This design comes from an exercise in tuning for small area on the open sky130 flow, not from production work. Where RTL was checked, it was by simulation tests only, not by an equivalence proof against the original. The RTL of run 7 was laid out without a check of its function. No driver is modelled on the clock port, so clocking that relies on it looks cheaper here than on a real chip. No activity file was given, so power comes from the tool's default toggle rates.

==> flow/flow/run.sh <==
#!/bin/bash
# The standard layout (standard.sh) with these changes:
#  - synthesis maps the logic with an area-oriented ABC script (flow/area.abc);
#    flip-flops, their names and cell types are those of the standard synthesis;
#  - port buffers use the smallest buffer (buf_1) instead of the resizer's default pick;
#  - clock tree synthesis without dummy loads, with clkbuf_4 buffers; after it,
#    flow/post_cts.tcl gives clkbuf_16 to the root and clkbuf_8 to buffers whose
#    flip-flops would see a slow clock edge.
set -euo pipefail
here=$(pwd)
export FLOW_ABC_SCRIPT="$here/flow/area.abc"
export BUFFER_PORTS_ARGS="-buffer_cell sky130_fd_sc_hd__buf_1"
export CTS_ARGS="-sink_clustering_enable -repair_clock_nets -dont_use_dummy_load -buf_list sky130_fd_sc_hd__clkbuf_4"
export POST_CTS_TCL="$here/flow/post_cts.tcl"
sed "s#$here/synth_recipe.tcl#$here/flow/synth.tcl#" standard.sh > flow_standard.sh
grep -q "flow/synth.tcl" flow_standard.sh
bash flow_standard.sh > run_standard.log 2>&1
==> flow/flow/area.abc <==
strash
&get -n
&fraig -x
&put
scorr
dc2
strash
&get -n
&dch -f
&nf -R 1000
&put
==> flow/flow/post_cts.tcl <==
# After CTS (clkbuf_4 tree): give clkbuf_16 to the root buffer and clkbuf_8 to
# every clock buffer whose flip-flop clock pins would see a slow edge; then
# legalize the placement again.
estimate_parasitics -placement
proc clk_sink_slew { inst } {
  set opin [get_pins -of_objects $inst -filter "direction==output"]
  set net [get_nets -of_objects $opin]
  set mx 0
  foreach p [get_pins -of_objects $net -filter "direction==input"] {
    set s [get_property $p slew_max]
    if { $s > $mx } { set mx $s }
  }
  return $mx
}
foreach inst [get_cells -hier clkbuf_0_*] {
  puts "post_cts: [get_full_name $inst] -> clkbuf_16"
  replace_cell $inst sky130_fd_sc_hd__clkbuf_16
}
estimate_parasitics -placement
for { set pass 0 } { $pass < 3 } { incr pass } {
  set changed 0
  foreach inst [get_cells -hier *] {
    if { [get_property $inst ref_name] ne "sky130_fd_sc_hd__clkbuf_4" } { continue }
    set name [get_full_name $inst]
    if { [clk_sink_slew $inst] > 0.118 } {
      puts "post_cts: $name -> clkbuf_8"
      replace_cell $inst sky130_fd_sc_hd__clkbuf_8
      incr changed
    }
  }
  if { $changed == 0 } { break }
  estimate_parasitics -placement
}
foreach inst [get_cells -hier *] {
  if { [string match *clkbuf* [get_property $inst ref_name]] } {
    puts "post_cts: [get_full_name $inst] [get_property $inst ref_name] [clk_sink_slew $inst]"
  }
}
detailed_placement
check_placement -verbose
==> flow/flow/synth.tcl <==
# synth_recipe.tcl with one change: the combinational logic is mapped with
# flow/area.abc (an area-oriented ABC script) in place of ORFS's
# abc_speed.script.
proc synth {args} { yosys synth -nofsm -noshare {*}$args }
proc abc {args} {
  set i [lsearch -exact $args -script]
  if { $i >= 0 } { lset args [expr { $i + 1 }] $::env(FLOW_ABC_SCRIPT) }
  yosys abc {*}$args
}
source $::env(SCRIPTS_DIR)/synth.tcl
# left out here: clear keep_hierarchy, flatten, clean up, hide names made inside functions, write 1_2_yosys.v
==> flow/standard.sh <==
#!/bin/bash
# synth_recipe.tcl (not shown) runs the flow's synth.tcl, then flattens the netlist and writes it again
# the make line also repeats each setting of config.mk as NAME=value (left out here)
make -C /OpenROAD-flow-scripts/flow DESIGN_CONFIG=/design/flow/config.mk WORK_HOME=/design/flow/orfs CLKGATE_MAP_FILE= SYNTH_SCRIPT=/design/flow/synth_recipe.tcl "${@:-finish}"
==> flow/config.mk <==
export PLATFORM = sky130hd
export DESIGN_NAME = yarisc_core
export DESIGN_NICKNAME = yarisc_core
export VERILOG_FILES = /design/flow/design.v
export SDC_FILE = /design/flow/constraint.sdc
export NUM_CORES = 4
export LEC_CHECK = 0
export CAP_MARGIN = 20
export CORE_MARGIN = 2
export CORE_UTILIZATION = 75
export PLACE_DENSITY = 0.92
export SLEW_MARGIN = 20
export SYNTH_HIERARCHICAL = 1
export SYNTH_MINIMUM_KEEP_SIZE = 0
==> flow/constraint.sdc <==
create_clock -name core_clock -period 8.0 [get_ports {clk}]
set_input_delay 1.6000 -clock core_clock [delete_from_list [all_inputs] [get_ports {clk}]]
set_output_delay 1.6000 -clock core_clock [all_outputs]
set_load 0.01 [all_outputs]
==> flow/design.v <==
module yarisc_core (
    input  wire        clk,
    input  wire        rst,           
    output wire        mem_req,
    output wire        mem_we,
    output wire [15:0] mem_addr,
    output wire [15:0] mem_wdata,
    input  wire        mem_ready,
    input  wire [15:0] mem_rdata,
    output wire        halted,
    output wire        panicked,
    output wire [1:0]  panic_code,
    input  wire [3:0]  dbg_sel,
    output wire [15:0] dbg_data
);
    localparam [3:0] S_LDIP   = 4'd0,
                     S_FETCH  = 4'd1,
                     S_INC    = 4'd3,
                     S_FETCH2 = 4'd2,
                     S_INC2   = 4'd6,
                     S_EX1    = 4'd7,
                     S_EX2    = 4'd5,
                     S_MEM    = 4'd4,
                     S_HALT   = 4'd12,
                     S_PANIC  = 4'd13,
                     S_CLR    = 4'd8;
    reg [3:0]  state;
    reg [15:0] x [0:7];               
    reg        flag_c, flag_z;
    reg [15:6] ir;                    
    reg [3:0]  op;                    
    reg [15:0] t;                     
    reg [1:0]  pcode;                 
    wire [5:0] wop = mem_rdata[5:0];
    wire w_legal = (wop == 6'h01) | (wop == 6'h02) | (wop == 6'h04) | (wop == 6'h10) |
                   (wop == 6'h11) | (wop == 6'h2A) | (wop == 6'h2C) | (wop == 6'h3E) |
                   (wop == 6'h3F);
    wire two_op   = !op[3] & !op[2];
    wire three_op = !op[3] &  op[2];
    wire is_mov   = two_op & op[0];
    wire is_ldr   = two_op & op[1];
    wire is_str   = two_op & !op[1] & !op[0];
    wire is_adc   = three_op & op[0];
    wire is_jmp   = op[3] & !op[2] & op[1];
    wire is_jcc   = op[3] & !op[2] & !op[1];
    wire is_hlt   = op[3] & op[2] & op[0];
    wire sel      = ir[15];
    wire loc      = ir[14];
    wire two_word = sel & (op[3] ? !op[2] : loc);
    wire short    = sel & !loc;
    wire [2:0] f_rd = ir[8:6];
    wire [2:0] f_ra = ir[11:9];
    wire [2:0] f_rb = ir[14:12];
    wire bad_bits =
        (two_op   & (sel ? (loc ? |ir[13:9] : ir[13]) : |ir[14:12])) |
        (three_op & sel & loc & ir[12]) |
        (is_jmp   & sel & |ir[14:6]) |
        (is_jcc   & (sel ? |ir[13:8] : ir[8])) |
        (op[3] & op[2] & |ir[15:6]);
    wire [1:0] jm    = {flag_z, flag_c} & ir[7:6];
    wire jcc_taken   = ir[14] ? (jm == 2'b00) : (jm != 2'b00);
        wire st_ldip  = (state == S_LDIP);
    wire st_fetch = (state == S_FETCH);
    wire st_inc   = (state == S_INC);
    wire st_fetch2= (state == S_FETCH2);
    wire st_inc2  = (state == S_INC2);
    wire st_ex1   = (state == S_EX1);
    wire st_ex2   = (state == S_EX2);
    wire st_mem   = (state == S_MEM);
    wire stopped  = (state == S_HALT) | (state == S_PANIC);
    wire st_clr   = (state == S_CLR);
    reg [2:0] rsel;
    always @(*) begin
        if (st_ldip | st_inc | st_inc2)  rsel = 3'd7;
        else if (st_ex1)                      rsel = three_op ? f_rb : f_ra;
        else if (st_ex2)                      rsel = (three_op & short) ? f_rd : f_ra;
        else                                  rsel = f_rd;
    end
    wire a_en = st_ldip | (st_mem & is_str) | st_inc | st_inc2 | (st_ex1 & !sel & !op[3]) | (st_ex2 & three_op);
    wire [7:0] rhot = stopped ? ({8{!dbg_sel[3]}} & (8'd1 << dbg_sel[2:0])) : ({8{a_en}} & (8'd1 << rsel));
    wire       fhot = stopped & dbg_sel[3];
    wire [15:0] r;
    yarisc_rport u_rport (
        .x0(x[0]), .x1(x[1]), .x2(x[2]), .x3(x[3]),
        .x4(x[4]), .x5(x[5]), .x6(x[6]), .x7(x[7]),
        .hot(rhot), .fl({flag_z, flag_c}), .fhot(fhot), .r(r));
    reg [15:0] kon;
    always @(*) begin
        kon = 16'h0000;
        if (st_inc | st_inc2)
            kon = 16'h0002;
        else if (st_ex1 & op[3])
            kon = is_jmp ? {{6{ir[14]}}, ir[14:6], 1'b0} : {{10{ir[13]}}, ir[13:9], 1'b0};
        else if (st_ex1 & sel)
            kon = {{12{ir[12]}}, ir[12:9]};
    end
    wire [15:0] opa = r;
    wire ld_data = st_fetch2 | st_mem;
    wire [15:0] opb = (t & {16{st_ex2}}) | (mem_rdata & {16{ld_data}}) | kon;
    wire [16:0] sum;
    yarisc_add u_add (.a(opa), .b(opb), .ci(st_ex2 & is_adc & flag_c), .s(sum));
    wire [15:0] wbus = sum[15:0];
    wire ip_wr = st_inc | st_inc2 | (st_ex2 & (is_jmp | (is_jcc & jcc_taken)));
    wire rd_wr = (st_ex2 & (is_mov | three_op)) | (st_mem & mem_ready & is_ldr);
    wire [2:0] waddr = ip_wr ? 3'd7 : f_rd;
    wire t_wr = st_ldip | st_inc | (st_fetch2 & mem_ready) | (st_ex1 & !two_word);
    assign mem_req   = st_fetch | st_fetch2 | st_mem;
    assign mem_we    = st_mem & is_str;
    assign mem_addr  = t;
    assign mem_wdata = r;
    assign halted     = (state == S_HALT);
    assign panicked   = (state == S_PANIC);
    assign panic_code = pcode & {2{panicked}};
    assign dbg_data   = r;
    wire [3:0] s_end = (pcode == 2'd3) ? S_PANIC : is_hlt ? S_HALT : S_LDIP;
    wire [15:0] wdat = wbus;
    wire [7:0]  wen  = ({8{ip_wr | rd_wr}} & (8'd1 << waddr)) | {8{st_clr}};
    integer i;
    always @(posedge clk)
        for (i = 0; i < 8; i = i + 1)
            if (wen[i]) x[i] <= wdat;
    always @(posedge clk) begin
        if (t_wr) t <= wbus;
        if (st_fetch & mem_ready) begin
            ir <= mem_rdata[15:6];
            op <= {mem_rdata[5], mem_rdata[4], mem_rdata[1], mem_rdata[0]};
        end
    end
    always @(posedge clk) begin
        if (rst) begin
            state  <= S_CLR;
            flag_c <= 1'b0;
            flag_z <= 1'b0;
            pcode  <= 2'd0;
        end else begin
            if (st_ex2 & (is_mov | three_op))
                flag_z <= (sum[15:0] == 16'h0000);
            if (st_ex2 & three_op)
                flag_c <= sum[16];
            case (state)
                S_LDIP: begin
                    if (r[0]) begin
                        pcode <= 2'd2;
                        state <= S_PANIC;
                    end else
                        state <= S_FETCH;
                end
                S_FETCH: begin
                    if (mem_ready) begin
                        pcode <= {1'b0, !w_legal};
                        state <= S_INC;
                    end
                end
                S_INC: begin
                    if (!pcode[0]) pcode <= {2{bad_bits}};
                    if (pcode == 2'd1)  state <= S_PANIC;
                    else if (two_word)  state <= S_FETCH2;
                    else                state <= S_EX1;
                end
                S_FETCH2: if (mem_ready) state <= S_INC2;
                S_INC2:   state <= S_EX1;
                S_EX1:    state <= S_EX2;
                S_EX2: begin
                    if (two_op & !is_mov) begin
                        if (t[0]) begin
                            pcode <= 2'd2;
                            state <= S_PANIC;
                        end else
                            state <= S_MEM;
                    end else
                        state <= s_end;
                end
                S_MEM: if (mem_ready) state <= s_end;
                S_CLR: state <= S_LDIP;
                default: ;
            endcase
        end
    end
endmodule
module yarisc_rport (
    input  wire [15:0] x0, x1, x2, x3, x4, x5, x6, x7,
    input  wire [7:0]  hot,
    input  wire [1:0]  fl,
    input  wire        fhot,
    output wire [15:0] r
);
    assign r = (x0 & {16{hot[0]}}) | (x1 & {16{hot[1]}}) | (x2 & {16{hot[2]}}) |
               (x3 & {16{hot[3]}}) | (x4 & {16{hot[4]}}) | (x5 & {16{hot[5]}}) |
               (x6 & {16{hot[6]}}) | (x7 & {16{hot[7]}}) | {14'h0000, fl & {2{fhot}}};
endmodule
module yarisc_add (
    input  wire [15:0] a,
    input  wire [15:0] b,
    input  wire        ci,
    output wire [16:0] s
);
    wire [8:0]  cl;
    wire [8:0]  ch;
    wire [7:0]  sl, th;
    assign cl[0] = ci;
    assign ch[0] = 1'b0;
    genvar k;
    generate
        for (k = 0; k < 8; k = k + 1) begin : g_byte
            assign cl[k+1] = (a[k] & b[k]) | (cl[k] & (a[k] ^ b[k]));
            assign sl[k]   = a[k] ^ b[k] ^ cl[k];
            assign ch[k+1] = (a[k+8] & b[k+8]) | (ch[k] & (a[k+8] ^ b[k+8]));
            assign th[k]   = a[k+8] ^ b[k+8] ^ ch[k];
        end
    endgenerate
    wire [8:0] run;                   
    assign run[0] = 1'b1;
    generate
        for (k = 0; k < 8; k = k + 1) begin : g_run
            assign run[k+1] = run[k] & th[k];
        end
    endgenerate
    wire [7:0] sh = th ^ ({8{cl[8]}} & run[7:0]);
    assign s = {ch[8] | (cl[8] & run[8]), sh, sl};
endmodule
==> flow_summary.toml, run 1 <==
[place]
dp_hpwl_mm = 13.7
numPortBuffers = 76
dp.cells = 748
gp_congestion = 1.07

[run_status]
status = "finished clean"

[detailed_routing]
avgRoutedWirePerCell_um = 26.5
first_pass_iters = 9
wl_mm = 20.3
drt_iter0_drc = 968
drc = 0
avgViaCountPerCell = 7.45
route.vias.total = 5702
postRouteAntennaNets = 0

[finish]
fin_cells = 765
drive_above_1_share = 0.0823
fin_util = 0.837
seq_area_um2 = 4910
nets = 674
area_growth_pct = 9.68
num_antenna_cells = 0
n_fill_cell = 490
multi_input_area_um2 = 2360

[floorplan]
die_y_um = 103
initial_core_util = 0.764
row_count = 36
dieArea_um2 = 10700
die_w_um = 103
coreArea_um2 = 9680
io-pin-count = 77

[synth]
syn_inst = 536
yosysSeqAreaShare = 0.663
ys_ff_latch = 166
syn_avg_cell_area_um2 = 13.8
synth_warnings = 9
synthesis.nets = 576
synth_area_um2 = 7390
ys_types = 46
ys.flop_type = "edfxtp_1"
synth_edf_count = 158
async_reset_ff_frac = 0

[setup_path]
r2r_start = "op[3]"
cp_max_fo = 13
cp_top_family = "adder cells"
ff2ff_path_depth = 28
slowest_stage = "edfxtp_1"
path_class = "reg2reg"
required_ns = 8.26
reg2reg_to = "flag_z"
cp_num_buf_inv = 1
max_stage_delay_ns = 0.57
startpoint_type = "flop"
crit_arrival_ns = 7.96
end_kind = "flop"
r2r_slack_ns = 0.30
crit_top_cell = "fa_1"

[global_route]
antenna_found_initial = 0
met2_usage = 0.609
grt_max_degree = 23
grt_overflow_total = 0
grt_pass1_vias = 5470
busiest_layer = "met2"
grt_pass1_wl_mm = 30.4
grtUsageMet3 = 0.110
met1_usage = 0.555
track_usage = 0.403

[run]
cap_violations = 0

[pwr]
cellPowerDensity_nw_per_um2 = 459
netSwitchingFraction = 0.404
p_comb_frac = 0.394
ir_drop_mv = 0.338
power_switching_mw = 1.51
seqPwrFrac = 0.508
p_clk_frac = 0.098
p_int_mw = 2.22
p_leak_nw = 2.69

[clock_tree]
clk_latency_ns = 0.37
cts_sinks = 166
path_clk_slew_ns = 0.10
cts_tree = "built"

[sta]
min_period_over_period = 0.963
finalCriticalPeriod_ns = 7.70
hold_viol = 0
maxSlewViolCount = 0
finalClockSkew_ns = 0.0322
worstMarginPinSlew_ns = 1.15
max_slew_margin = 0.233
fmax_ghz = 0.130
setup_violations = 0

[hold_path]
whs_endpoint = "flag_c"
hold_class = "reg2reg"
hold_path_depth = 2
hold_path.startpoint = "flag_c"
metal layers:
metal,wire [µm],part of all wire
met2,9400,0.46
met3,3290,0.16
met1,6800,0.34
met4,781,0.039
met5,0,0
how the worst max path moves through the flow:
stage,cells after the start,end,from
floorplan,22,flag_z,dbg_sel[3]
global placement,26,flag_z,state[0]
detailed placement,28,flag_z,state[0]
global route,28,flag_z,op[3]
finish,28,flag_z,op[3]
flip-flops by register name, indices dropped and copies added (netlist names):
signal and flops:
op 4, ir 10, state 4, flag_z 1, flag_c 1, pcode 2, t 16, x 128
layout by cell type (no fill, tap or decap), types with 3 or more instances in the layout:
cell        n
o211ai_1    3
mux2i_1     5
nor2_1     30
clkinv_1   25
or3_1       3
nand4_1     8
o22ai_1     3
and2_0      4
fa_1       15
o21a_1      3
a21oi_1    24
a221oi_1    3
buf_4      19
a221o_1    12
clkbuf_4   14
nand3_1    22
edfxtp_1  158
nor3_1     12
xnor2_1     8
nor2b_1     6
a211oi_1    6
buf_1      76
a222oi_1   27
o32ai_2     6
nand2b_1    9
a22oi_1    22
o21ai_1     6
dfxtp_1     6
o21ai_0    19
nand2_1    41
modules after synthesis, one instance, submodules excluded:
module        times used  flip-flops and latches  cell area, µm²  cells
yarisc_add             1                       0             499     49
yarisc_core            1                     166            6350    416
yarisc_rport           1                       0             544     71
metrics by stage:
| step | TNS (ns) | hold WS (ns) | cell area [µm²] | total power [mW] | setup WS [ns] |
|---|---|---|---|---|---|
| 2_1_floorplan | 0 | 0.456 | 7390 | 2.72 | 0.701 |
| 3_5_place_dp | 0 | 0.522 | 7920 | 3.31 | 0.212 |
| 5_1_grt | -0.0948 | 0.588 | 8110 | 3.89 | -0.0948 |
| 3_3_place_gp | 0 | 0.523 | 7920 | 3.23 | 0.931 |
| 6_report | 0 | 0.558 | 8110 | 3.73 | 0.296 |
power by group through the flow:
| stage | Combinational (mW) | Clock, mW | Sequential (mW) |
|---|---|---|---|
| 3_5_place_dp | 1.41 | 0 | 1.89 |
| 2_1_floorplan | 0.858 | 0 | 1.86 |
| 3_3_place_gp | 1.36 | 0 | 1.87 |
| 6_report | 1.47 | 0.365 | 1.89 |
| 5_1_grt | 1.57 | 0.395 | 1.92 |
logic make-up after synthesis:
kind of cell,share of synthesized area
flip-flops,0.663
XOR/XNOR,0.0107
AND/OR/NAND/NOR,0.0963
adder cells (fa/ha/maj),0.0440
buffers and inverters,0.0289
AO/OA/AOI/OAI,0.150
multiplexers,0.00677
worst min-delay path, delay by kind of cell (launching register included):
family / cells / cell delay (ns)
AO/OA/AOI/OAI: 1 / 0.06
flip-flops: 1 / 0.37
AND/OR/NAND/NOR: 1 / 0.08
cell type report:
| cell class | count | area share |
|---|---|---|
| repair buffers | 95 | 0.0528 |
| flip-flops and latches | 166 | 0.605 |
| well taps | 133 | 0.0205 |
| multi-input cells | 329 | 0.291 |
| inverters | 25 | 0.0116 |
| clock buffers | 17 | 0.0194 |
cells in the mapped netlist, types with 2 or more instances:
| master | number | area [µm²] |
|---|---|---|
| o31ai_1 | 2 | 15.0 |
| o21a_1 | 3 | 22.5 |
| nor4_1 | 4 | 25.0 |
| a311oi_1 | 2 | 17.5 |
| nand4_1 | 8 | 50.1 |
| ha_1 | 2 | 25.0 |
| nor3_1 | 12 | 60.1 |
| xnor2_1 | 8 | 70.1 |
| fa_1 | 15 | 300 |
| nand3_1 | 23 | 115 |
| mux2i_1 | 5 | 50.1 |
| a221o_1 | 12 | 120 |
| buf_4 | 16 | 120 |
| o21ai_0 | 25 | 125 |
| or2_0 | 3 | 18.8 |
| edfxtp_1 | 158 | 4740 |
| and3_1 | 2 | 12.5 |
| o22ai_1 | 3 | 18.8 |
| a221oi_1 | 3 | 26.3 |
| a222oi_1 | 27 | 270 |
| dfxtp_1 | 8 | 160 |
| o32ai_1 | 6 | 52.6 |
| and2_0 | 4 | 25.0 |
| nand2b_1 | 9 | 56.3 |
| nand2_1 | 41 | 154 |
| or3_1 | 3 | 18.8 |
| clkinv_1 | 25 | 93.8 |
| a21oi_1 | 25 | 125 |
| a211oi_1 | 6 | 45.0 |
| a22oi_1 | 22 | 165 |
| nor2_1 | 31 | 116 |
| nor2b_1 | 7 | 43.8 |
| o211ai_1 | 3 | 22.5 |
==> run 2, diff against run 1 <==
--- a/flow/flow/post_cts.tcl
+++ b/flow/flow/post_cts.tcl
@@ -24,3 +24,3 @@
     set name [get_full_name $inst]
-    if { [clk_sink_slew $inst] > 0.118 } {
+    if { [clk_sink_slew $inst] > 0.124 } {
       puts "post_cts: $name -> clkbuf_8"
--- a/flow/config.mk
+++ b/flow/config.mk
@@ -9,4 +9,4 @@
 export CORE_MARGIN = 2
-export CORE_UTILIZATION = 75
-export PLACE_DENSITY = 0.92
+export CORE_UTILIZATION = 40
+export PLACE_DENSITY = 0.6
 export SLEW_MARGIN = 20
==> flow_summary.toml, run 2 <==
[setup_path]
end_kind = "flop"
crit_arrival_ns = 7.80
max_stage_delay_ns = 0.61
cp_max_fo = 14
cp_top_family = "adder cells"
ff2ff_path_depth = 26
cp_num_buf_inv = 1
reg2reg_to = "flag_z"
r2r_start = "state[0]"
startpoint_type = "flop"
required_ns = 8.27
crit_top_cell = "fa_1"
slowest_stage = "dfxtp_1"
path_class = "reg2reg"
r2r_slack_ns = 0.47

[hold_path]
hold_path.startpoint = "flag_c"
whs_endpoint = "flag_c"
hold_path_depth = 2
hold_class = "reg2reg"

[finish]
regMostFlops = "x"
area_growth_pct = 11.2
nets = 676
largest_register_ff_count = 128
drive_above_1_share = 0.0757
final_cell_mix = "158 x edfxtp_1, 76 x buf_1, 41 x nand2_1, 30 x nor2_1, 27 x a222oi_1"
fin_util = 0.456
layout_commonest_cell = "edfxtp_1"
num_antenna_cells = 0
top_regs = "x: 128 flops, t: 16 flops, ir: 10 flops"

[pwr]
p_int_mw = 2.21
cellPowerDensity_nw_per_um2 = 450
p_leak_nw = 2.69
p_clk_frac = 0.101
ir_drop_mv = 0.189
netSwitchingFraction = 0.403
power_switching_mw = 1.49
seqPwrFrac = 0.506
p_comb_frac = 0.393

[global_route]
grt_pass1_wl_mm = 31.8
antenna_found_initial = 0
track_usage = 0.220
grt_pass1_vias = 5138
grt_overflow_total = 0
grt_max_degree = 19

[synth]
synth_top_area_cell = "edfxtp_1"
async_reset_ff_frac = 0
synth_top_cell_area_share = 0.642
synth_warnings = 9
synthTopCellsByArea = "edfxtp_1 64%, fa_1 4.1%, a222oi_1 3.7%, a22oi_1 2.2%, dfxtp_1 2.2%"
ys_types = 46
ys_ff_latch = 166
syn_avg_cell_area_um2 = 13.8
syn_inst = 536
synth_common_cells = "158 x edfxtp_1, 41 x nand2_1, 31 x nor2_1, 27 x a222oi_1"
yosysSeqAreaShare = 0.663
synth_area_um2 = 7390
synth_most_common_cell = "edfxtp_1"
synthesis.nets = 576
synth_edf_count = 158
ys.flop_type = "edfxtp_1"

[detailed_routing]
avgViaCountPerCell = 6.23
first_pass_iters = 6
postRouteAntennaNets = 0
drc = 0
drt_iter0_drc = 877
wl_mm = 21.4
avgRoutedWirePerCell_um = 24.8
route.vias.total = 5374

[floorplan]
dieArea_um2 = 19600
coreArea_um2 = 18000
die_w_um = 140
die_y_um = 140
row_count = 49
initial_core_util = 0.410
io-pin-count = 77

[sta]
worstMarginPinSlew_ns = 1.14
min_period_over_period = 0.942
rsz0062_at_grt = "false"
max_slew_margin = 0.234
fmax_ghz = 0.133
setup_violations = 0
finalCriticalPeriod_ns = 7.53
hold_viol = 0
maxSlewViolCount = 0
finalClockSkew_ns = 0.0344
fin_setup_tns_ns = 0

[clock_tree]
cts_tree = "built"
path_clk_slew_ns = 0.09
clk_latency_ns = 0.38
cts_sinks = 166

[run]
cap_violations = 0

[place]
dp_hpwl_mm = 14.2
numPortBuffers = 76
gp_congestion = 0.937

[run_status]
status = "finished clean"
## run 2: cell types whose count changed in the layout (fill, tap and decap cells not counted), moves of 2 or more
cell	delta
dfxtp_2	-2
buf_4	+2
dfxtp_1	+2
nor4_2	-2
nor4_1	+2
## run 2: modules after synthesis (local to each module, per instance)
module | flops+latches | copies in the design | cells
yarisc_add | 0 | 1 | 49
yarisc_core | 166 | 1 | 416
yarisc_rport | 0 | 1 | 71
## run 2: worst register-to-register path, delay by kind of cell (launching register included)
family | cells | cell delay (ns)
adder cells (fa/ha/maj) | 8 | 2.85
AND/OR/NAND/NOR | 11 | 2.41
AO/OA/AOI/OAI | 5 | 1.27
flip-flops | 1 | 0.61
XOR/XNOR | 1 | 0.25
buffers and inverters | 1 | 0.06
## run 2: layout make-up
cell class                 count  area, µm²
fill                        1659       9800
sequential                   166       4900
multi-input combinational    329       2340
timing repair buffer          97        443
tap                          229        287
clock buffer                  17        158
inverter                      25       93.8
## run 2: kinds of logic (layout without fill, tap and decap cells)
kind of cell	count (synthesis)	count (layout)	share of synthesized area
AOI/OAI and AO/OA	149	149	0.150
DFF	166	166	0.663
buffers and inverters	41	139	0.0289
muxes	5	5	0.00677
xor gates and xnor gates	9	9	0.0107
and+or+nand+nor	149	149	0.0963
adders and majority gates	17	17	0.0440
## run 2: power by group through the flow
stage	Combinational, mW	Sequential, mW	Clock, mW
detailed placement	1.46	1.89	0
global placement	1.44	1.88	0
floorplan	0.858	1.86	0
finish	1.46	1.87	0.373
global route	1.58	1.91	0.415
## run 2: worst max-delay path by stage
stage                    start     end  slack [ns]  cells after the start
global placement      state[0]  flag_z        0.84                     26
finish                state[0]  flag_z        0.47                     26
detailed placement    state[0]  flag_z        0.50                     26
floorplan           dbg_sel[3]  flag_z        0.70                     22
global route          state[0]  flag_z       0.009                     27
## run 2: through the flow
step                      hold WS, ns  setup slack [ns]  cell area, µm²  total power, mW  instances
after floorplan                 0.456             0.701            7390             2.72        536
after global placement          0.512             0.836            8060             3.31        846
after detailed placement        0.519             0.499            8060             3.35        846
after global routing            0.557           0.00900            8220             3.91        863
final                           0.532             0.467            8220             3.70        863
## run 2: layer usage
metal	vias up	GRT usage	routed length [µm]
met5	-	0	0
met4	0	0.0763	406
met3	35	0.0547	1920
met2	300	0.343	9990
met1	2704	0.304	9120
li1	2335	-	-
==> run 3, diff against run 2 <==
--- a/flow/config.mk
+++ b/flow/config.mk
@@ -9,4 +9,4 @@
 export CORE_MARGIN = 2
-export CORE_UTILIZATION = 40
-export PLACE_DENSITY = 0.6
+export CORE_UTILIZATION = 65
+export PLACE_DENSITY = 0.85
 export SLEW_MARGIN = 20
==> flow_summary.toml, run 3 <==
[sta]
setup_violations = 0
max_slew_margin = 0.244
hold_viol = 0
finalCriticalPeriod_ns = 7.44
maxSlewViolCount = 0
fmax_ghz = 0.134
finalClockSkew_ns = 0.0448
fin_setup_tns_ns = 0
rsz0062_at_grt = "false"
worstMarginPinSlew_ns = 1.13
min_period_over_period = 0.930

[setup_path]
r2r_slack_ns = 0.56
required_ns = 8.26
startpoint_type = "flop"
max_stage_delay_ns = 0.61
crit_arrival_ns = 7.70
r2r_start = "state[0]"
path_depth = 27
crit_top_cell = "fa_1"
end_kind = "flop"
ff2ff_path_depth = 27
critPathCapture = "flag_z"
reg2reg_to = "flag_z"
path_class = "reg2reg"
crit_start = "state[0]"
cp_top_family = "adder cells"
cp_max_fo = 14
cp_num_buf_inv = 1
slowest_stage = "dfxtp_1"

[place]
gp_congestion = 0.950
dp_hpwl_mm = 13.6
numPortBuffers = 76

[pwr]
p_leak_nw = 2.67
cellPowerDensity_nw_per_um2 = 456
totalPowerFinal_mw = 3.69
ir_drop_mv = 0.297

[global_route]
grt_pass1_wl_mm = 30.3
grt_overflow_total = 0
grt_max_degree = 18
antenna_found_initial = 0
track_usage = 0.331
grt_pass1_vias = 5296

[synth]
synth_top_family_by_area = "compound AO/OA/AOI/OAI gates"
ys_ff_latch = 166
synth-simple-area-share = 0.0963
synth_top_area_cell = "edfxtp_1"
synth_common_cells = "158 x edfxtp_1, 41 x nand2_1, 31 x nor2_1, 27 x a222oi_1"
syn_inst = 536
ys.flop_type = "edfxtp_1"
synth_mux_area_frac = 0.00677
ys_types = 46
synth_fa_ha_area_frac = 0.0440
synthesis.nets = 576
synth_most_common_cell = "edfxtp_1"
synth_xor_area_frac = 0.0107
synth_warnings = 9
synth_area_um2 = 7390
synthTopCellsByArea = "edfxtp_1 64%, fa_1 4.1%, a222oi_1 3.7%, a22oi_1 2.2%, dfxtp_1 2.2%"
yosysSeqAreaShare = 0.663
synth_edf_count = 158
synth-compound-area-share = 0.150
synth_top_cell_area_share = 0.642
async_reset_ff_frac = 0
syn_avg_cell_area_um2 = 13.8

[finish]
drive_above_1_share = 0.0683
regMostFlops = "x"
fin_util = 0.736
num_antenna_cells = 0
nets = 672
layout_commonest_cell = "edfxtp_1"
top_regs = "x: 128 flops, t: 16 flops, ir: 10 flops"
area_growth_pct = 9.32
largest_register_ff_count = 128
final_cell_mix = "158 x edfxtp_1, 76 x buf_1, 41 x nand2_1, 30 x nor2_1, 27 x a222oi_1"

[detailed_routing]
postRouteAntennaNets = 0
avgRoutedWirePerCell_um = 26.0
first_pass_iters = 6
drc = 0
route.vias.total = 5480
drt_iter0_drc = 1010
avgViaCountPerCell = 7.12
wl_mm = 20.0

[clock_tree]
clk_latency_ns = 0.38
cts_tree = "built"
cts_sinks = 166
path_clk_slew_ns = 0.10

[floorplan]
die_w_um = 111
row_count = 38
dieArea_um2 = 12200
coreArea_um2 = 11000
io-pin-count = 77
initial_core_util = 0.673
die_y_um = 111

[hold_path]
hold_class = "reg2reg"

[run_status]
status = "finished clean"

[run]
cap_violations = 0
## run 3: metal layers
metal,up-vias,track usage,part of all wire
met2,496,0.500,0.47
li1,2334,-,-
met5,-,0,0
met4,0,0.139,0.033
met3,60,0.0738,0.15
met1,2590,0.474,0.35
## run 3: Yosys stat by module (local to each module, per instance)
module | cell area (µm²) | flops+latches | cells
yarisc_add | 499 | 0 | 49
yarisc_core | 6350 | 166 | 416
yarisc_rport | 544 | 0 | 71
## run 3: worst reg2reg max path, cell delays in order, from the launching register on
cell,delay [ns]
dfxtp_1,0.61
nor2b_1,0.29
nand2_1,0.16
a21oi_1,0.35
mux2i_1,0.24
a22oi_1,0.11
nor2_2,0.29
o32ai_2,0.16
a222oi_1,0.43
nand3_1,0.32
fa_1,0.52
fa_1,0.39
fa_1,0.39
fa_1,0.39
fa_1,0.39
fa_1,0.39
clkinv_1,0.07
fa_1,0.17
fa_1,0.20
nor3b_1,0.07
nor2b_1,0.15
nor2b_1,0.15
nor2b_1,0.18
nand2_1,0.11
xnor2_1,0.23
nor4_1,0.25
nand4_1,0.12
a211oi_1,0.25
## run 3: area by class of cell
cell class	count	area (µm²)
clock buffers	17	164
fillers	709	2900
inverters	25	93.8
multi-input cells	329	2330
flip-flops and latches	166	4900
well taps	140	175
repair buffers	93	413
## run 3: worst min path at each step
stage	startpoint	end	slack [ns]	depth (start not counted)
floorplan	flag_c	flag_c	0.46	2
global placement	flag_c	flag_c	0.52	2
detailed placement	flag_c	flag_c	0.54	2
global route	flag_c	flag_c	0.58	2
finish	flag_c	flag_c	0.58	2
## run 3: kinds of logic after synthesis
| logic type | after synthesis |
|---|---|
| AO/OA/AOI/OAI | 149 |
| XOR/XNOR | 9 |
| adder cells (fa/ha/maj) | 17 |
| buffers and inverters | 41 |
| flip-flops | 166 |
| multiplexers | 5 |
| AND/OR/NAND/NOR | 149 |
## run 3: report_power, final
part / total [mW] / internal (mW) / switching [mW]
registers: 1.89 / 1.71 / 0.182
logic: 1.42 / 0.362 / 1.06
clock network: 0.374 / 0.133 / 0.241
## run 3: per-stage QoR
step	instance area, µm²	hold WS, ns	instances	setup WS, ns
3_3_place_gp	7920	0.518	753	0.983
2_1_floorplan	7390	0.456	536	0.701
5_1_grt	8080	0.581	770	0.0320
3_5_place_dp	7920	0.543	753	0.562
6_report	8080	0.580	770	0.560
==> run 4, diff against run 3 <==
--- a/flow/flow/post_cts.tcl
+++ b/flow/flow/post_cts.tcl
@@ -24,3 +24,3 @@
     set name [get_full_name $inst]
-    if { [clk_sink_slew $inst] > 0.124 } {
+    if { [clk_sink_slew $inst] > 0.118 } {
       puts "post_cts: $name -> clkbuf_8"
==> flow_summary.toml, run 4 <==
[global_route]
grt_overflow_total = 0
grt_pass1_wl_mm = 30.4
track_usage = 0.332
antenna_found_initial = 0
grt_max_degree = 18
grt_pass1_vias = 5303

[setup_path]
end_kind = "flop"
required_ns = 8.26
ff2ff_path_depth = 27
cp_max_fo = 14
startpoint_type = "flop"
crit_arrival_ns = 7.68
path_class = "reg2reg"
r2r_slack_ns = 0.58

[detailed_routing]
route.vias.total = 5531
wl_mm = 20.0
first_pass_iters = 6
drt_iter0_drc = 1061
postRouteAntennaNets = 0
drc = 0
avgRoutedWirePerCell_um = 26.0
avgViaCountPerCell = 7.18

[synth]
syn_avg_cell_area_um2 = 13.8
synth_area_um2 = 7390
synthTopCellsByArea = "edfxtp_1 64%, fa_1 4.1%, a222oi_1 3.7%, a22oi_1 2.2%, dfxtp_1 2.2%"
ys.flop_type = "edfxtp_1"
synth_most_common_cell = "edfxtp_1"
async_reset_ff_frac = 0
synth_top_cell_area_share = 0.642
yosysSeqAreaShare = 0.663
synth_warnings = 9
synth_edf_count = 158
synth_top_area_cell = "edfxtp_1"
synth_common_cells = "158 x edfxtp_1, 41 x nand2_1, 31 x nor2_1, 27 x a222oi_1"
synthesis.nets = 576
ys_types = 46
syn_inst = 536
ys_ff_latch = 166

[sta]
rsz0062_at_grt = "false"
fin_setup_tns_ns = 0
finalClockSkew_ns = 0.0358
max_slew_margin = 0.248
finalCriticalPeriod_ns = 7.42
hold_viol = 0
min_period_over_period = 0.928
fmax_ghz = 0.135
worstMarginPinSlew_ns = 1.13
maxSlewViolCount = 0
setup_violations = 0

[finish]
area_growth_pct = 9.49
fin_cells = 770
regMostFlops = "x"
drive_above_1_share = 0.0683
multi_input_area_um2 = 2330
seq_area_um2 = 4900
largest_register_ff_count = 128
top_regs = "x: 128 flops, t: 16 flops, ir: 10 flops"
num_antenna_cells = 0
n_fill_cell = 706
layout_commonest_cell = "edfxtp_1"
nets = 672
final_cell_mix = "158 x edfxtp_1, 76 x buf_1, 41 x nand2_1, 30 x nor2_1, 27 x a222oi_1"

[clock_tree]
path_clk_slew_ns = 0.09
cts_tree = "built"
clk_latency_ns = 0.37
cts_sinks = 166

[run_status]
status = "finished clean"

[hold_path]
hold_class = "reg2reg"
hold_path_depth = 2

[floorplan]
coreArea_um2 = 11000
io-pin-count = 77
die_y_um = 111
dieArea_um2 = 12200
initial_core_util = 0.673
die_w_um = 111
row_count = 38

[place]
numPortBuffers = 76
dp_hpwl_mm = 13.6
gp_congestion = 0.950
dp.cells = 753

[pwr]
p_leak_nw = 2.68
ir_drop_mv = 0.294
cellPowerDensity_nw_per_um2 = 457

[run]
cap_violations = 0
[run 4: cell counts after synthesis]
No cell type changed its count.
[run 4: kinds of logic (layout without fill, tap and decap cells)]
kind of cell	Yosys count	after routing	share of synthesized area
AO/OA/AOI/OAI	149	149	0.150
adder cells (fa/ha/maj)	17	17	0.0440
XOR/XNOR	9	9	0.0107
AND/OR/NAND/NOR	149	149	0.0963
buffers and inverters	41	135	0.0289
multiplexers	5	5	0.00677
flip-flops	166	166	0.663
[run 4: metrics by stage]
| stage | utilization | cell area [µm²] | hold slack, ns | total power [mW] | setup WS [ns] |
|---|---|---|---|---|---|
| final | 0.737 | 8100 | 0.576 | 3.70 | 0.578 |
| after global routing | 0.737 | 8100 | 0.581 | 3.86 | 0.0321 |
| after floorplan | - | 7390 | 0.456 | 2.72 | 0.701 |
| after detailed placement | 0.721 | 7920 | 0.543 | 3.30 | 0.562 |
| after global placement | 0.721 | 7920 | 0.518 | 3.23 | 0.983 |
[run 4: worst paths after layout]
check                start  endpoint
hold / removal      flag_c    flag_c
setup reg to reg  state[0]    flag_z
hold reg to reg     flag_c    flag_c
setup / recovery  state[0]    flag_z
[run 4: report_power, final]
part	total [mW]	internal (mW)	switching [mW]	leakage, nW
clock network	0.387	0.143	0.243	0.0989
registers	1.89	1.71	0.183	1.62
logic	1.42	0.362	1.06	0.959
total	3.70	2.21	1.49	2.68
[run 4: layout make-up]
class / instances / share of cell area
multi-input combinational: 329 / 0.288
sequential: 166 / 0.606
timing repair buffer: 93 / 0.0510
inverter: 25 / 0.0116
clock buffer: 17 / 0.0218
tap: 140 / 0.0216
[run 4: critical path: stages, from the launching register on]
cell	delay [ns]
dfxtp_1	0.61
nor2b_1	0.29
nand2_1	0.16
a21oi_1	0.35
mux2i_1	0.24
a22oi_1	0.11
nor2_2	0.29
o32ai_2	0.15
a222oi_1	0.43
nand3_1	0.32
fa_1	0.52
fa_1	0.39
fa_1	0.39
fa_1	0.39
fa_1	0.39
fa_1	0.38
clkinv_1	0.07
fa_1	0.17
fa_1	0.19
nor3b_1	0.07
nor2b_1	0.15
nor2b_1	0.15
nor2b_1	0.18
nand2_1	0.11
xnor2_1	0.23
nor4_1	0.25
nand4_1	0.12
a211oi_1	0.25
[run 4: layer usage]
layer,share of wire,up-vias,global-route usage
li1,-,2338,-
met1,0.35,2611,0.476
met2,0.46,513,0.501
met3,0.15,69,0.0755
met4,0.036,0,0.137
met5,0,-,0
[run 4: modules after synthesis (local to each module, per instance)]
module,cells inside,flip-flops and latches
yarisc_core,416,166
yarisc_rport,71,0
yarisc_add,49,0
==> run 5, diff against run 4 <==
--- a/flow/config.mk
+++ b/flow/config.mk
@@ -8,2 +8,4 @@
 export CAP_MARGIN = 20
+export CELL_PAD_IN_SITES_DETAIL_PLACEMENT = 0
+export CELL_PAD_IN_SITES_GLOBAL_PLACEMENT = 0
 export CORE_MARGIN = 2
==> flow_summary.toml, run 5 <==
[floorplan]
die_w_um = 111
row_count = 38
coreArea_um2 = 11000
die_y_um = 111
dieArea_um2 = 12200
initial_core_util = 0.673
io-pin-count = 77

[synth]
synth_common_cells = "158 x edfxtp_1, 41 x nand2_1, 31 x nor2_1, 27 x a222oi_1"
syn_inst = 536
async_reset_ff_frac = 0
ys.flop_type = "edfxtp_1"
synth_top_cell_area_share = 0.642
synth_warnings = 9
ys_ff_latch = 166
synth_area_um2 = 7390
synthTopCellsByArea = "edfxtp_1 64%, fa_1 4.1%, a222oi_1 3.7%, a22oi_1 2.2%, dfxtp_1 2.2%"
yosysSeqAreaShare = 0.663
synthesis.nets = 576
syn_avg_cell_area_um2 = 13.8
ys_types = 46
synth_most_common_cell = "edfxtp_1"
synth_edf_count = 158
synth_top_area_cell = "edfxtp_1"

[sta]
hold_viol = 0
rsz0062_at_grt = "false"
fin_setup_tns_ns = 0
maxSlewViolCount = 0
setup_violations = 0
max_slew_margin = 0.248
finalCriticalPeriod_ns = 7.42
min_period_over_period = 0.928
worstMarginPinSlew_ns = 1.13
finalClockSkew_ns = 0.0358
fmax_ghz = 0.135

[place]
gp_congestion = 0.950
dp_hpwl_mm = 13.6
dp.cells = 753
numPortBuffers = 76

[pwr]
cellPowerDensity_nw_per_um2 = 457
netSwitchingFraction = 0.402
power_switching_mw = 1.49
p_leak_nw = 2.68
p_int_mw = 2.21
totalPowerFinal_mw = 3.70
p_comb_frac = 0.384
seqPwrFrac = 0.511
p_clk_frac = 0.104
ir_drop_mv = 0.294

[setup_path]
required_ns = 8.26
startpoint_type = "flop"
cp_max_fo = 14
crit_start = "state[0]"
end_kind = "flop"
crit_arrival_ns = 7.68
reg2reg_to = "flag_z"
r2r_start = "state[0]"
path_class = "reg2reg"
r2r_slack_ns = 0.58
ff2ff_path_depth = 27

[finish]
area_growth_pct = 9.49
layout_commonest_cell = "edfxtp_1"
regMostFlops = "x"
largest_register_ff_count = 128
n_fill_cell = 706
final_cell_mix = "158 x edfxtp_1, 76 x buf_1, 41 x nand2_1, 30 x nor2_1, 27 x a222oi_1"
top_regs = "x: 128 flops, t: 16 flops, ir: 10 flops"
num_antenna_cells = 0
nets = 672
fin_cells = 770
drive_above_1_share = 0.0683

[detailed_routing]
avgViaCountPerCell = 7.18
wl_mm = 20.0
route.vias.total = 5531
avgRoutedWirePerCell_um = 26.0
postRouteAntennaNets = 0
drt_iter0_drc = 1061
drc = 0
first_pass_iters = 6

[hold_path]
hold_path_depth = 2
hold_path.startpoint = "flag_c"
hold_class = "reg2reg"
whs_endpoint = "flag_c"

[run]
cap_violations = 0

[global_route]
grt_overflow_total = 0
grt_pass1_wl_mm = 30.4
antenna_found_initial = 0
track_usage = 0.332
grt_pass1_vias = 5303
grt_max_degree = 18

[run_status]
status = "finished clean"

[clock_tree]
cts_sinks = 166
cts_tree = "built"
clk_latency_ns = 0.37
path_clk_slew_ns = 0.09
## run 5: cell counts after synthesis
Identical to the previous run, type by type.
## run 5: per-stage QoR
stage               hold WS (ns)  setup slack [ns]   util  area, µm²
floorplan                  0.456             0.701      -       7390
global placement           0.518             0.983  0.721       7920
detailed placement         0.543             0.562  0.721       7920
global route               0.581            0.0321  0.737       8100
finish                     0.576             0.578  0.737       8100
## run 5: worst max-delay path, cell delays in order, from the launching register on
cell	delay, ns
dfxtp_1	0.61
nor2b_1	0.29
nand2_1	0.16
a21oi_1	0.35
mux2i_1	0.24
a22oi_1	0.11
nor2_2	0.29
o32ai_2	0.15
a222oi_1	0.43
nand3_1	0.32
fa_1	0.52
fa_1	0.39
fa_1	0.39
fa_1	0.39
fa_1	0.39
fa_1	0.38
clkinv_1	0.07
fa_1	0.17
fa_1	0.19
nor3b_1	0.07
nor2b_1	0.15
nor2b_1	0.15
nor2b_1	0.18
nand2_1	0.11
xnor2_1	0.23
nor4_1	0.25
nand4_1	0.12
a211oi_1	0.25
## run 5: power by group through the flow
stage	clock, mW	sequential, mW	combinational, mW
2_1_floorplan	0	1.86	0.858
3_3_place_gp	0	1.87	1.36
3_5_place_dp	0	1.90	1.40
5_1_grt	0.422	1.92	1.52
6_report	0.387	1.89	1.42
## run 5: Yosys stat by module (local to each module, per instance)
| module | times used | area, µm² |
|---|---|---|
| yarisc_rport | 1 | 544 |
| yarisc_add | 1 | 499 |
| yarisc_core | 1 | 6350 |
## run 5: cells by family after synthesis
| group | synth area share |
|---|---|
| flops | 0.663 |
| compound gates | 0.150 |
| simple gates | 0.0963 |
| buf+inv | 0.0289 |
| fa+ha+maj | 0.0440 |
| xor+xnor | 0.0107 |
| mux | 0.00677 |
## run 5: how the worst max path moves through the flow
| stage | end | slack, ns | depth (start not counted) |
|---|---|---|---|
| floorplan | flag_z | 0.70 | 22 |
| global placement | flag_z | 0.98 | 27 |
| detailed placement | flag_z | 0.56 | 27 |
| global route | flag_z | 0.03 | 27 |
| finish | flag_z | 0.58 | 27 |
## run 5: layout make-up
cell class | instances | area [µm²] | share of cell area
Timing Repair Buffer | 93 | 413 | 0.0510
Clock buffer | 17 | 176 | 0.0218
Inverter | 25 | 93.8 | 0.0116
Multi-Input combinational cell | 329 | 2330 | 0.288
Tap cell | 140 | 175 | 0.0216
Sequential cell | 166 | 4900 | 0.606
## run 5: metal layers
layer / vias up / track usage / part of all wire
li1: 2338 / - / -
met1: 2611 / 0.476 / 0.35
met2: 513 / 0.501 / 0.46
met3: 69 / 0.0755 / 0.15
met4: 0 / 0.137 / 0.036
met5: - / 0 / 0
==> run 6, diff against run 5 <==
--- a/flow/flow/run.sh
+++ b/flow/flow/run.sh
@@ -8,2 +8,3 @@
 #    flip-flops would see a slow clock edge.
+#  - placement-stage repair buffers with buf_2 at most (flow/small_bufs.tcl).
 set -euo pipefail
@@ -14,2 +15,4 @@
 export POST_CTS_TCL="$here/flow/post_cts.tcl"
+export PRE_GLOBAL_PLACE_TCL="$here/flow/small_bufs.tcl"
+export PRE_RESIZE_TCL="$here/flow/small_bufs.tcl"
 sed "s#$here/synth_recipe.tcl#$here/flow/synth.tcl#" standard.sh > flow_standard.sh
==> flow/flow/small_bufs.tcl (new file) <==
# Placement-stage repair: buffer high-fanout nets with buf_2 rather than
# buf_4 and larger buffers.
set_dont_use {sky130_fd_sc_hd__buf_4 sky130_fd_sc_hd__buf_6 sky130_fd_sc_hd__buf_8 sky130_fd_sc_hd__buf_12 sky130_fd_sc_hd__buf_16}
--- a/flow/config.mk
+++ b/flow/config.mk
@@ -8,7 +8,5 @@
 export CAP_MARGIN = 20
-export CELL_PAD_IN_SITES_DETAIL_PLACEMENT = 0
-export CELL_PAD_IN_SITES_GLOBAL_PLACEMENT = 0
 export CORE_MARGIN = 2
-export CORE_UTILIZATION = 65
-export PLACE_DENSITY = 0.85
+export CORE_UTILIZATION = 40
+export PLACE_DENSITY = 0.6
 export SLEW_MARGIN = 20
==> flow_summary.toml, run 6 <==
[run_status]
status = "finished clean"

[setup_path]
r2r_start = "op[3]"
cp_top_family = "adder cells"
startpoint_type = "flop"
max_stage_delay_ns = 0.58
path_class = "reg2reg"
cp_max_fo = 13
crit_top_cell = "fa_1"
r2r_slack_ns = 0.50
required_ns = 8.29
ff2ff_path_depth = 27
crit_arrival_ns = 7.79
reg2reg_to = "flag_z"
cp_num_buf_inv = 1
slowest_stage = "edfxtp_1"
end_kind = "flop"

[detailed_routing]
drt_iter0_drc = 1045
avgRoutedWirePerCell_um = 24.4
avgViaCountPerCell = 6.16
drc = 0
route.vias.total = 5345
wl_mm = 21.2
first_pass_iters = 6
postRouteAntennaNets = 0

[synth]
synth_most_common_cell = "edfxtp_1"
synth_common_cells = "158 x edfxtp_1, 41 x nand2_1, 31 x nor2_1, 27 x a222oi_1"
ys.flop_type = "edfxtp_1"
yosysSeqAreaShare = 0.663
syn_avg_cell_area_um2 = 13.8
synth_area_um2 = 7390
synth_top_area_cell = "edfxtp_1"
synth_top_cell_area_share = 0.642
syn_inst = 536
synthesis.nets = 576
async_reset_ff_frac = 0
synth_edf_count = 158
synthTopCellsByArea = "edfxtp_1 64%, fa_1 4.1%, a222oi_1 3.7%, a22oi_1 2.2%, dfxtp_1 2.2%"
synth_warnings = 9
ys_types = 46
ys_ff_latch = 166

[clock_tree]
clk_latency_ns = 0.39
cts_sinks = 166
cts_tree = "built"
path_clk_slew_ns = 0.10

[sta]
maxSlewViolCount = 0
worstMarginPinSlew_ns = 1.12
rsz0062_at_grt = "false"
hold_viol = 0
fin_setup_tns_ns = 0
finalClockSkew_ns = 0.0378
max_slew_margin = 0.253
min_period_over_period = 0.938
finalCriticalPeriod_ns = 7.50
setup_violations = 0
fmax_ghz = 0.133

[floorplan]
io-pin-count = 77
row_count = 49
initial_core_util = 0.410
die_w_um = 140
coreArea_um2 = 18000
die_y_um = 140
dieArea_um2 = 19600

[place]
numPortBuffers = 76
gp_congestion = 0.940
dp_hpwl_mm = 14.3
dp.cells = 850

[global_route]
grt_max_degree = 17
grt_pass1_vias = 5243
grt_overflow_total = 0
antenna_found_initial = 0
track_usage = 0.218
grt_pass1_wl_mm = 31.5

[finish]
regMostFlops = "x"
area_growth_pct = 12.7
largest_register_ff_count = 128
drive_above_1_share = 0.0580
final_cell_mix = "158 x edfxtp_1, 76 x buf_1, 41 x nand2_1, 30 x nor2_1, 27 x a222oi_1"
multi_input_area_um2 = 2360
layout_commonest_cell = "edfxtp_1"
nets = 680
n_fill_cell = 1647
seq_area_um2 = 4910
top_regs = "x: 128 flops, t: 16 flops, ir: 10 flops"
fin_cells = 867
fin_util = 0.462
num_antenna_cells = 0

[hold_path]
hold_class = "reg2reg"
whs_endpoint = "flag_c"
hold_path_depth = 2
hold_path.startpoint = "flag_c"

[pwr]
cellPowerDensity_nw_per_um2 = 448
ir_drop_mv = 0.196
p_leak_nw = 2.77

[run]
cap_violations = 0
==> run 6: area by class of cell <==
type                       instances  share of cell area
clock buffer                      17              0.0212
tap                              229              0.0344
sequential                       166               0.589
multi-input combinational        329               0.284
timing repair buffer             101              0.0607
inverter                          25              0.0113
==> run 6: metrics by stage <==
stage | power, mW | instance area (µm²) | hold slack, ns | setup slack [ns]
floorplan | 2.72 | 7390 | 0.456 | 0.701
global placement | 3.30 | 8130 | 0.516 | 0.620
detailed placement | 3.34 | 8130 | 0.521 | 0.267
global route | 3.94 | 8330 | 0.560 | 0.0424
finish | 3.73 | 8330 | 0.533 | 0.497
==> run 6: routing by layer <==
metal / vias to the layer above / global-route usage / share of wire
li1: 2354 / - / -
met1: 2621 / 0.301 / 0.40
met2: 324 / 0.338 / 0.46
met3: 46 / 0.0537 / 0.11
met4: 0 / 0.0795 / 0.029
met5: - / 0 / 0
==> run 6: how the worst max path moves through the flow <==
stage | depth (start not counted) | slack (ns) | endpoint | start
2_1_floorplan | 22 | 0.70 | flag_z | dbg_sel[3]
3_5_place_dp | 27 | 0.27 | flag_z | state[0]
3_3_place_gp | 23 | 0.62 | flag_z | dbg_sel[3]
5_1_grt | 27 | 0.04 | flag_z | op[3]
6_report | 27 | 0.50 | flag_z | op[3]
==> run 6: cell families after synthesis <==
kind of cell | Yosys count | share of synthesized area
adders and majority gates | 17 | 0.0440
AOI/OAI and AO/OA | 149 | 0.150
muxes | 5 | 0.00677
buffers and inverters | 41 | 0.0289
DFF | 166 | 0.663
xor gates and xnor gates | 9 | 0.0107
and+or+nand+nor | 149 | 0.0963
==> run 6: power by group <==
group          leakage (nW)  internal, mW  switching (mW)
clock                0.0989         0.143           0.250
sequential             1.62          1.72           0.169
combinational          1.05         0.379            1.08
==> run 6: worst reg2reg max path: stages, from the launching register on <==
cell and delay [ns]:
edfxtp_1 0.58, nand2b_1 0.30, nor2_1 0.22, a21oi_2 0.12
o21ai_0 0.20, a21oi_1 0.06, or3_1 0.36, nand2b_1 0.24
o32ai_4 0.27, a222oi_1 0.38, nand3_2 0.24, fa_1 0.51
fa_1 0.41, fa_1 0.39, fa_1 0.39, fa_1 0.39
fa_1 0.38, clkinv_1 0.07, fa_1 0.18, fa_1 0.20
nor3b_1 0.08, nor2b_1 0.15, nor2b_1 0.15, nor2b_1 0.17
xor2_1 0.27, nor4_2 0.31, nand4_1 0.13, a211oi_1 0.27
==> run 6: modules after synthesis (local to each module, per instance) <==
module / times used / cell area [µm²] / cells inside / flip-flops and latches
yarisc_add: 1 / 499 / 49 / 0
yarisc_core: 1 / 6350 / 416 / 166
yarisc_rport: 1 / 544 / 71 / 0
==> run 7, diff against run 6 <==
--- a/flow/design.v
+++ b/flow/design.v
@@ -16,12 +16,12 @@
     localparam [3:0] S_LDIP   = 4'd0,
-                     S_FETCH  = 4'd1,
-                     S_INC    = 4'd3,
-                     S_FETCH2 = 4'd2,
-                     S_INC2   = 4'd6,
+                     S_FETCH  = 4'd4,
+                     S_INC    = 4'd5,
+                     S_FETCH2 = 4'd1,
+                     S_INC2   = 4'd3,
                      S_EX1    = 4'd7,
-                     S_EX2    = 4'd5,
-                     S_MEM    = 4'd4,
-                     S_HALT   = 4'd12,
-                     S_PANIC  = 4'd13,
-                     S_CLR    = 4'd8;
+                     S_EX2    = 4'd6,
+                     S_MEM    = 4'd2,
+                     S_HALT   = 4'd8,
+                     S_PANIC  = 4'd12,
+                     S_CLR    = 4'd10;
     reg [3:0]  state;
--- a/flow/flow/run.sh
+++ b/flow/flow/run.sh
@@ -8,3 +8,2 @@
 #    flip-flops would see a slow clock edge.
-#  - placement-stage repair buffers with buf_2 at most (flow/small_bufs.tcl).
 set -euo pipefail
@@ -15,4 +14,2 @@
 export POST_CTS_TCL="$here/flow/post_cts.tcl"
-export PRE_GLOBAL_PLACE_TCL="$here/flow/small_bufs.tcl"
-export PRE_RESIZE_TCL="$here/flow/small_bufs.tcl"
 sed "s#$here/synth_recipe.tcl#$here/flow/synth.tcl#" standard.sh > flow_standard.sh
--- a/flow/config.mk
+++ b/flow/config.mk
@@ -9,4 +9,4 @@
 export CORE_MARGIN = 2
-export CORE_UTILIZATION = 40
-export PLACE_DENSITY = 0.6
+export CORE_UTILIZATION = 65
+export PLACE_DENSITY = 0.85
 export SLEW_MARGIN = 20
removed: flow/flow/small_bufs.tcl
==> flow_summary.toml, run 7 <==
[run_status]
status = "finished clean"

[setup_path]
path_class = "reg2reg"
max_stage_delay_ns = 0.49
cp_max_fo = 10
required_ns = 8.30
crit_top_cell = "fa_1"
cp_num_buf_inv = 2
slowest_stage = "fa_1"
crit_arrival_ns = 7.78
r2r_slack_ns = 0.52
startpoint_type = "flop"
end_kind = "flop"
cp_top_family = "adder cells"

[synth]
synth_warnings = 9
yosysSeqAreaShare = 0.668
synth_edf_count = 158
syn_avg_cell_area_um2 = 13.9
synth_top_area_cell = "edfxtp_1"
synth_top_cell_area_share = 0.647
synthesis.nets = 568
async_reset_ff_frac = 0
syn_inst = 528
synth_most_common_cell = "edfxtp_1"
ys_types = 45
ys.flop_type = "edfxtp_1"
synth_area_um2 = 7340
ys_ff_latch = 166
synthTopCellsByArea = "edfxtp_1 65%, fa_1 4.1%, a222oi_1 3.7%, a22oi_1 2.4%, nand2_1 2.3%"
synth_common_cells = "158 x edfxtp_1, 44 x nand2_1, 34 x nor2_1, 27 x a222oi_1, 25 x clkinv_1"

[pwr]
ir_drop_mv = 0.247
p_comb_frac = 0.331
power_switching_mw = 1.14
seqPwrFrac = 0.549
p_leak_nw = 2.74
netSwitchingFraction = 0.364
p_int_mw = 2.00
cellPowerDensity_nw_per_um2 = 388
p_clk_frac = 0.119

[floorplan]
coreArea_um2 = 10900
die_y_um = 110
dieArea_um2 = 12200
initial_core_util = 0.671
io-pin-count = 77
die_w_um = 110
row_count = 38

[detailed_routing]
first_pass_iters = 12
route.vias.total = 5450
avgViaCountPerCell = 7.10
wl_mm = 20.1
postRouteAntennaNets = 0
drt_iter0_drc = 934
drc = 0
avgRoutedWirePerCell_um = 26.2

[finish]
largest_register_ff_count = 128
nets = 670
fin_cells = 768
area_growth_pct = 10.4
num_antenna_cells = 0
top_regs = "x: 128 flops, t: 16 flops, ir: 10 flops"
drive_above_1_share = 0.0876
regMostFlops = "x"
fin_area_um2 = 8100
final_cell_mix = "158 x edfxtp_1, 76 x buf_1, 44 x nand2_1, 33 x nor2_1, 27 x a222oi_1"
layout_commonest_cell = "edfxtp_1"

[sta]
maxSlewViolCount = 0
finalClockSkew_ns = 0.0351
finalCriticalPeriod_ns = 7.48
max_slew_margin = 0.188
setup_violations = 0
worstMarginPinSlew_ns = 1.21
min_period_over_period = 0.935
hold_viol = 0
fmax_ghz = 0.134

[place]
numPortBuffers = 76
placed_cell_area_um2 = 7880
gp_congestion = 0.983
dp.cells = 750
dp_hpwl_mm = 13.6

[hold_path]
hold_class = "reg2reg"

[global_route]
grt_overflow_total = 0
antenna_found_initial = 0
grt_pass1_vias = 5327
grt_max_degree = 18
grt_pass1_wl_mm = 30.3
track_usage = 0.355

[clock_tree]
cts_sinks = 166
path_clk_slew_ns = 0.09
cts_tree = "built"
clk_latency_ns = 0.39

[run]
cap_violations = 0
==> run 7: power by group through the flow <==
stage | clock [mW] | combinational (mW) | sequential [mW]
after floorplan | 0 | 0.604 | 1.70
after global placement | 0 | 0.962 | 1.71
after detailed placement | 0 | 0.995 | 1.74
after global routing | 0.401 | 1.11 | 1.76
final | 0.375 | 1.04 | 1.73
==> run 7: worst paths after layout <==
path / from / end / depth (start not counted)
max reg2reg: state[2] / flag_z / 30
min: pcode[0] / pcode[0] / 2
min reg2reg: pcode[0] / pcode[0] / 2
max: state[2] / flag_z / 30
==> run 7: metrics by stage <==
step           setup slack, ns  power (mW)   util  setup TNS [ns]  hold slack, ns
2_1_floorplan            0.596        2.31      -               0           0.469
3_3_place_gp             0.628        2.67  0.720               0           0.531
3_5_place_dp             0.309        2.74  0.720               0           0.544
5_1_grt                -0.0504        3.27  0.741         -0.0504           0.591
6_report                 0.524        3.14  0.741               0           0.574
==> run 7: final cells by class <==
cell class                 instances  area (µm²)
multi-input combinational        321        2300
sequential                       166        4900
fill                             728        2840
timing repair buffer              99         458
inverter                          25        93.8
clock buffer                      17         164
tap                              140         175
==> run 7: layer usage <==
| layer | track usage | part of all wire | vias up |
|---|---|---|---|
| met1 | 0.490 | 0.35 | 2589 |
| met4 | 0.153 | 0.041 | 0 |
| met2 | 0.541 | 0.48 | 470 |
| met3 | 0.0935 | 0.14 | 78 |
| met5 | 0 | 0 | - |
| li1 | - | - | 2313 |
==> run 7: modules after synthesis, one instance, submodules excluded <==
module / cell area, µm² / copies in the design
yarisc_add: 499 / 1
yarisc_core: 6290 / 1
yarisc_rport: 544 / 1
==> run 7: worst register-to-register path, delay by kind of cell (launching register included) <==
kind / cells / cell delay [ns]
adders and majority gates: 8 / 2.92
and+or+nand+nor: 13 / 2.24
AOI/OAI and AO/OA: 5 / 1.14
DFF: 1 / 0.43
buffers and inverters: 2 / 0.28
muxes: 1 / 0.22
xor gates and xnor gates: 1 / 0.16
==> run 7: cell families after synthesis <==
group / count (synthesis) / share of synthesized area
DFF: 166 / 0.668
and+or+nand+nor: 148 / 0.0951
AOI/OAI and AO/OA: 141 / 0.144
buffers and inverters: 41 / 0.0292
adders and majority gates: 17 / 0.0443
xor gates and xnor gates: 9 / 0.0107
muxes: 6 / 0.00835

-- what the ideal ports hide --
No port has a modelled driver above. Below, the same layouts with a new extraction and two added sets of constraints. Step 1 sets driving cells, clkbuf_16 on the clock port and buf_2 on the other inputs (assumed; they add their load-dependent delay and slew). Step 2 also shifts input and output timing later by t, the mid clock arrival at the registers, as if the neighbouring blocks saw the same clock. Three values: ideal, step 1, step 2; two values: the first two.
| run | shift t [ns] | setup slack, ns | clock arrival spread, ns |
|---|---|---|---|
| run 1 | 0.393 | 0.296 / 0.296 / 0.241 | 0.032 / 0.032 |
| run 2 | 0.413 | 0.467 / 0.467 / 0.467 | 0.035 / 0.034 |
| run 3 | 0.394 | 0.560 / 0.560 / 0.560 | 0.045 / 0.044 |
| run 4 | 0.391 | 0.578 / 0.578 / 0.578 | 0.036 / 0.036 |
| run 5 | 0.391 | 0.578 / 0.578 / 0.578 | 0.036 / 0.036 |
| run 6 | 0.409 | 0.497 / 0.497 / 0.497 | 0.038 / 0.038 |
| run 7 | 0.410 | 0.524 / 0.524 / 0.507 | 0.036 / 0.035 |
After both steps every run listed still meets setup and hold. For run 1, which loses most, drivers alone change the setup slack by 0.000 ns; drivers and shift together by -0.055 ns.
